Context: an optimization exercise on an open-source flow, tuned for small area, a short achievable clock period and few clock cycles. The choices shown serve that exercise and are no tape-out recipe. The RTL was checked by simulation tests, not by an equivalence proof against the original design.

// pong_physics
module pong_physics (
    input  wire        clk,
    input  wire        rst,
    input  wire        cmd_valid,
    input  wire [39:0] cmd,
    output wire        cmd_ready,
    output reg         resp_valid,
    output reg  [15:0] resp,
    input  wire        tick_req
);
clock: 30.0 ns
lec_check: 0
abc_area: 1
cap_margin: 20
core_margin: 2
core_utilization: 40
cts_cluster_diameter: 100
cts_cluster_size: 20
slew_margin: 20
standard.sh (not shown) runs the stock make flow with config.mk's settings and CLKGATE_MAP_FILE= SYNTH_SCRIPT=/design/flow/synth_recipe.tcl, a recipe that flattens the netlist after the stock synthesis.
==> flow/flow/run.sh <==
#!/bin/bash
set -euo pipefail
export BUFFER_PORTS_ARGS="-buffer_cell sky130_fd_sc_hd__buf_2"
bash standard.sh > standard.log 2>&1
Testbench counts at the start, summed over its fixed seeds: cycles 32,694.
==> next run, changes <==
--- a/flow/design.v
+++ b/flow/design.v
@@ -152,47 +152,35 @@
             5'd8:  begin kk = 3'd2; r2 = 2'd2; end
             5'h1F: begin kk = 3'h7; r2 = 2'd2; end    
             5'h1E: begin kk = 3'h7; r2 = 2'd1; end    
             5'h1D: begin kk = 3'h7; r2 = 2'd0; end    
             5'h1C: begin kk = 3'h6; r2 = 2'd2; end    
             5'h1B: begin kk = 3'h6; r2 = 2'd1; end    
             default: begin kk = 3'h6; r2 = 2'd0; end  
         endcase
     end
     wire        c2   = sx[15] && !((dd[3:0] == 4'd0) && (r2 == 2'd0));
     wire [2:0]  dvkn = kk + {2'd0, c2};
-    wire        vxp  = !vx[15] && (vx[14:0] != 15'd0);
+    reg         vxp;
     wire [15:0] dq16 = {{5{dvq[10]}}, dvq};
     wire [15:0] dk16 = {{13{dvk[2]}}, dvk};
     wire [15:0] vy1  = vy + (vxp ? dq16 : ~dq16) + (vxp ? dk16 : ~dk16) + (vxp ? 16'd0 : 16'd2);
     wire [11:0] ch3  = chain11({1'b1, ~vy1[15], vy1[14:6]});
     wire [1:0]  r3   = ch3[11:10];
     wire [9:0]  q3   = ch3[9:0] ^ 10'h200;             
     wire        c3   = vy1[15] && !((vy1[5:0] == 6'd0) && (r3 == 2'd0));
     wire [15:0] st_vy = vy1 + ~{{6{q3[9]}}, q3} + {15'd0, !c3};
-    wire [5:0]  tau  = q3[5:0] + {5'd0, c3};
-    wire [3:0]  t3h  = q3[9:6] + {3'd0, c3 && (q3[5:0] == 6'h3F)};
-    wire        lt3  = vy1[5:0] < tau;
-    wire        ne3  = vy1[5:0] != tau;
-    wire [3:0]  s3   = ~t3h + 4'd1 - {3'd0, lt3} + {3'd0, vy1[15] && ne3};
-    wire [15:0] pyb  = py + {{6{vy1[15]}}, vy1[15:6]};
-    wire [15:0] pybp16 = radd({3'd0, pyb[15:3]}, 16'd0, 1'b1);
-    wire [15:0] pybm16 = radd({3'd0, pyb[15:3]}, 16'hFFFF, 1'b0);
-    wire [12:0] pybp = pybp16[12:0];
-    wire [12:0] pybm = pybm16[12:0];
-    wire [4:0]  plo  = {2'd0, pyb[2:0]} + {s3[3], s3};
-    wire [15:0] st_py = {(plo[4] ? pybm : plo[3] ? pybp : pyb[15:3]), plo[2:0]};
+    wire [15:0] st_py = py + {{6{st_vy[15]}}, st_vy[15:6]} + {15'd0, st_vy[15] && (st_vy[5:0] != 6'd0)};
     wire [15:0] st_px = radd(px, {{6{vx[15]}}, vx[15:6]}, vx[15] && (vx[5:0] != 6'd0));
     wire        st_pb = (st_px[15:7] == 9'd1) || (st_px[15:7] == 9'd126);
-    wire        st_pw = st_px[15] || st_px[14] || (pyb[15:13] != 3'd0) ||
-                        (pyb[12:0] < 13'd3) || (pyb[12:0] > 13'd8187);
+    wire        st_pw = st_px[15] || st_px[14] || (st_py[15:13] != 3'd0);
     localparam [3:0] B_IDLE = 4'd0, B_HIT = 4'd1, B_VX = 4'd2, B_SP1 = 4'd3, B_SP2 = 4'd4,
                      B_VY3 = 4'd5, B_KICK = 4'd6, B_DIV4 = 4'd7, B_V16 = 4'd8, B_V32 = 4'd9,
                      B_W0 = 4'd10, B_W1 = 4'd11;
     wire psel  = px[13];
     wire bx1   = (px[15:7] == 9'd1);
     wire bx126 = (px[15:7] == 9'd126);
     wire [15:0] b_pos = psel ? pos1 : pos0;
     wire [15:0] b_vel = psel ? vel1 : vel0;
     wire [15:0] b_px  = psel ? {9'd125, px[6:0]} : {9'd2, px[6:0]};
     reg  [15:0] alu_a, alu_b;
     reg         alu_c;
@@ -267,41 +255,43 @@
             8'd4:    rdb_val = spin;
             default: rdb_val = 16'h0000;
         endcase
         case (opb)
             8'd0:    rdp_val = s_pos;
             8'd1:    rdp_val = s_vel;
             8'd2:    rdp_val = sel ? 16'd126 : 16'd1;
             default: rdp_val = 16'h0000;
         endcase
     end
     wire spin_wr = (bst == B_SP1) || (bst == B_SP2) || hx || rst_q ||
-                   (acc_cmd && ((op == 8'h19 && opa == 8'd4) || op == 8'h14));
+                   (bst == B_VX) ||
+                   (acc_cmd && ((op == 8'h19 && (opa == 8'd4 || opa == 8'd2)) || op == 8'h14));
     wire sv_n  = !spin_wr;
     always @(posedge clk) begin
         if (do_step || !sv) begin
             s1r <= s1n;
             dvq <= qa;
             dvk <= dvkn;
         end
         if (bst == B_HIT)     resp <= {15'd0, hit};
         else if (bst == B_W0) resp <= {15'd0, vb};
         else case (op)
             8'h18:   resp <= rdb_val;
             8'h21:   resp <= {{4{s_pos[15]}}, s_pos[15:4]};
             8'h28:   resp <= rdp_val;
             8'h31:   resp <= {14'd0, sc1[7], sc0[7]};
             8'h38:   resp <= {8'd0, sel ? sc1 : sc0};
             default: resp <= 16'h0000;
         endcase
         rst_q <= rst;
+        vxp   <= !vx[15] && (vx[14:0] != 15'd0);
         if (rst) begin
             bst        <= B_IDLE;
             sv         <= 1'b0;
             busy       <= 1'b1;
             pstep      <= 1'b0;
             resp_valid <= 1'b0;
         end else begin
             resp_valid <= (acc_cmd && !c_bounce && !c_walls) ||
                           (bcr && ((bst == B_HIT) || (bst == B_W0)));
             sv   <= sv_n;
             bst  <= bst_n;
Effect: The new run went through all stages and came out clean. Count of clock-buffer cells in the layout is higher by 3. Design area is lower by a few percent. Die area is lower by a few percent. Critical path depth is unchanged. Worst setup slack degrades by 0.037 ns.
Testbench counts after the change, summed over its fixed seeds: cycles 32,694.

* * *

Setup of before:
Another version of the RTL of pong_physics (not shown whole).
Size in the first run: roughly 2800 cells after synthesis, ~230 flip-flops, about 62 I/O pins, about 20000 sq um of cells after synthesis.
==> flow/design.v (excerpt) <==
module pong_physics (
    input  wire        clk,
    input  wire        rst,
    input  wire        cmd_valid,
    input  wire [39:0] cmd,
    output wire        cmd_ready,
    output reg         resp_valid,
    output reg  [15:0] resp,
    input  wire        tick_req
);
Settings: LEC_CHECK=0, ABC_AREA=1, CAP_MARGIN=20, CORE_MARGIN=2, CORE_UTILIZATION=40, CTS_CLUSTER_DIAMETER=100, CTS_CLUSTER_SIZE=20, SLEW_MARGIN=20; clock period 30.0 ns.
Scripts as last shown in full above: flow/flow/run.sh
Testbench counts of before, summed over its fixed seeds: cycles 32,694.
## Diff of input files: after against before
--- a/flow/design.v
+++ b/flow/design.v
@@ -157,13 +157,13 @@
             5'h1B: begin kk = 3'h6; r2 = 2'd1; end    
             default: begin kk = 3'h6; r2 = 2'd0; end  
         endcase
     end
     wire        c2   = sx[15] && !((dd[3:0] == 4'd0) && (r2 == 2'd0));
     wire [2:0]  dvkn = kk + {2'd0, c2};
-    reg         vxp;
+    wire        vxp  = !vx[15] && (vx[14:0] != 15'd0);
     wire [15:0] dq16 = {{5{dvq[10]}}, dvq};
     wire [15:0] dk16 = {{13{dvk[2]}}, dvk};
     wire [15:0] vy1  = vy + (vxp ? dq16 : ~dq16) + (vxp ? dk16 : ~dk16) + (vxp ? 16'd0 : 16'd2);
     wire [11:0] ch3  = chain11({1'b1, ~vy1[15], vy1[14:6]});
     wire [1:0]  r3   = ch3[11:10];
     wire [9:0]  q3   = ch3[9:0] ^ 10'h200;             
@@ -260,14 +260,13 @@
             8'd1:    rdp_val = s_vel;
             8'd2:    rdp_val = sel ? 16'd126 : 16'd1;
             default: rdp_val = 16'h0000;
         endcase
     end
     wire spin_wr = (bst == B_SP1) || (bst == B_SP2) || hx || rst_q ||
-                   (bst == B_VX) ||
-                   (acc_cmd && ((op == 8'h19 && (opa == 8'd4 || opa == 8'd2)) || op == 8'h14));
+                   (acc_cmd && ((op == 8'h19 && opa == 8'd4) || op == 8'h14));
     wire sv_n  = !spin_wr;
     always @(posedge clk) begin
         if (do_step || !sv) begin
             s1r <= s1n;
             dvq <= qa;
             dvk <= dvkn;
@@ -280,14 +279,19 @@
             8'h28:   resp <= rdp_val;
             8'h31:   resp <= {14'd0, sc1[7], sc0[7]};
             8'h38:   resp <= {8'd0, sel ? sc1 : sc0};
             default: resp <= 16'h0000;
         endcase
         rst_q <= rst;
-        vxp   <= !vx[15] && (vx[14:0] != 15'd0);
-        begin
+        if (rst) begin
+            bst        <= B_IDLE;
+            sv         <= 1'b0;
+            busy       <= 1'b1;
+            pstep      <= 1'b0;
+            resp_valid <= 1'b0;
+        end else begin
             resp_valid <= (acc_cmd && !c_bounce && !c_walls) ||
                           (bcr && ((bst == B_HIT) || (bst == B_W0)));
             sv   <= sv_n;
             bst  <= bst_n;
             busy  <= (bst_n != B_IDLE) || (want_step && !sv);
             pstep <= want_step && !sv;
@@ -365,20 +369,13 @@
                         end
                     end
                     default: ;
                 endcase
             end
         end
-        if (rst || rst_q) begin
-            busy       <= 1'b1;
-            resp_valid <= 1'b0;
-        end
         if (rst_q) begin
-            bst     <= B_IDLE;
-            sv      <= 1'b0;
-            pstep   <= 1'b0;
             sc0     <= 8'h00;
             sc1     <= 8'h00;
             tick_en <= 1'b0;
         end
         if (rst_q || (acc_cmd && op == 8'h14)) begin
             px   <= (sc1[7] && !rst_q) ? 16'd16128 : 16'd256;
[summary]
Diff before -> after: final period demand of the worst path picked up an extra 0.18 ns; share of the clock period used by the worst path after layout picked up an extra 0.58 points; post-route worst setup slack lost 0.18 ns; first-pass GRT wire length lost about 0.8%; number of hold buffers added after cts neither gained nor lost much. Between before and after, the detailed-route DRC error count does not differ in any meaningful way. Summary of the comparison: fraction of the mapped netlist area in adder cells is lower in after, relative to before.
Testbench counts of after, summed over its fixed seeds: cycles 32,694.

==> re-timing with driven ports <==
How much do the figures lean on ideal ports? The routed layouts below were timed once more, with nothing changed but the port constraints.
Step 1: set_driving_cell puts a clkbuf_16 on clk and a buf_2 on each other input, an assumption about the parent block.
Step 2 also shifts input and output timing later by t, the mid clock arrival at the registers, as if the neighbouring blocks saw the same clock.
Slacks: ideal / step 1 / step 2; pairs: ideal / step 1.
run	t, ns	setup WS [ns]	worst setup path after step 2	slew at the worst register clock pin (ns)
the first run of note 1	0.590	17.470 / 17.452 / 17.452	input to output	0.11 / 0.11
the second run of note 1	0.615	17.433 / 17.405 / 17.405	input to output	0.10 / 0.10
before	0.585	17.690 / 17.672 / 17.672	input to output	0.10 / 0.10
after	0.593	17.515 / 17.495 / 17.495	input to output	0.10 / 0.10
After both steps setup and hold are still met in every run listed. The setup slack of the second run of note 1, which loses most, moves by -0.028 ns with the drivers and by -0.028 ns with both steps.
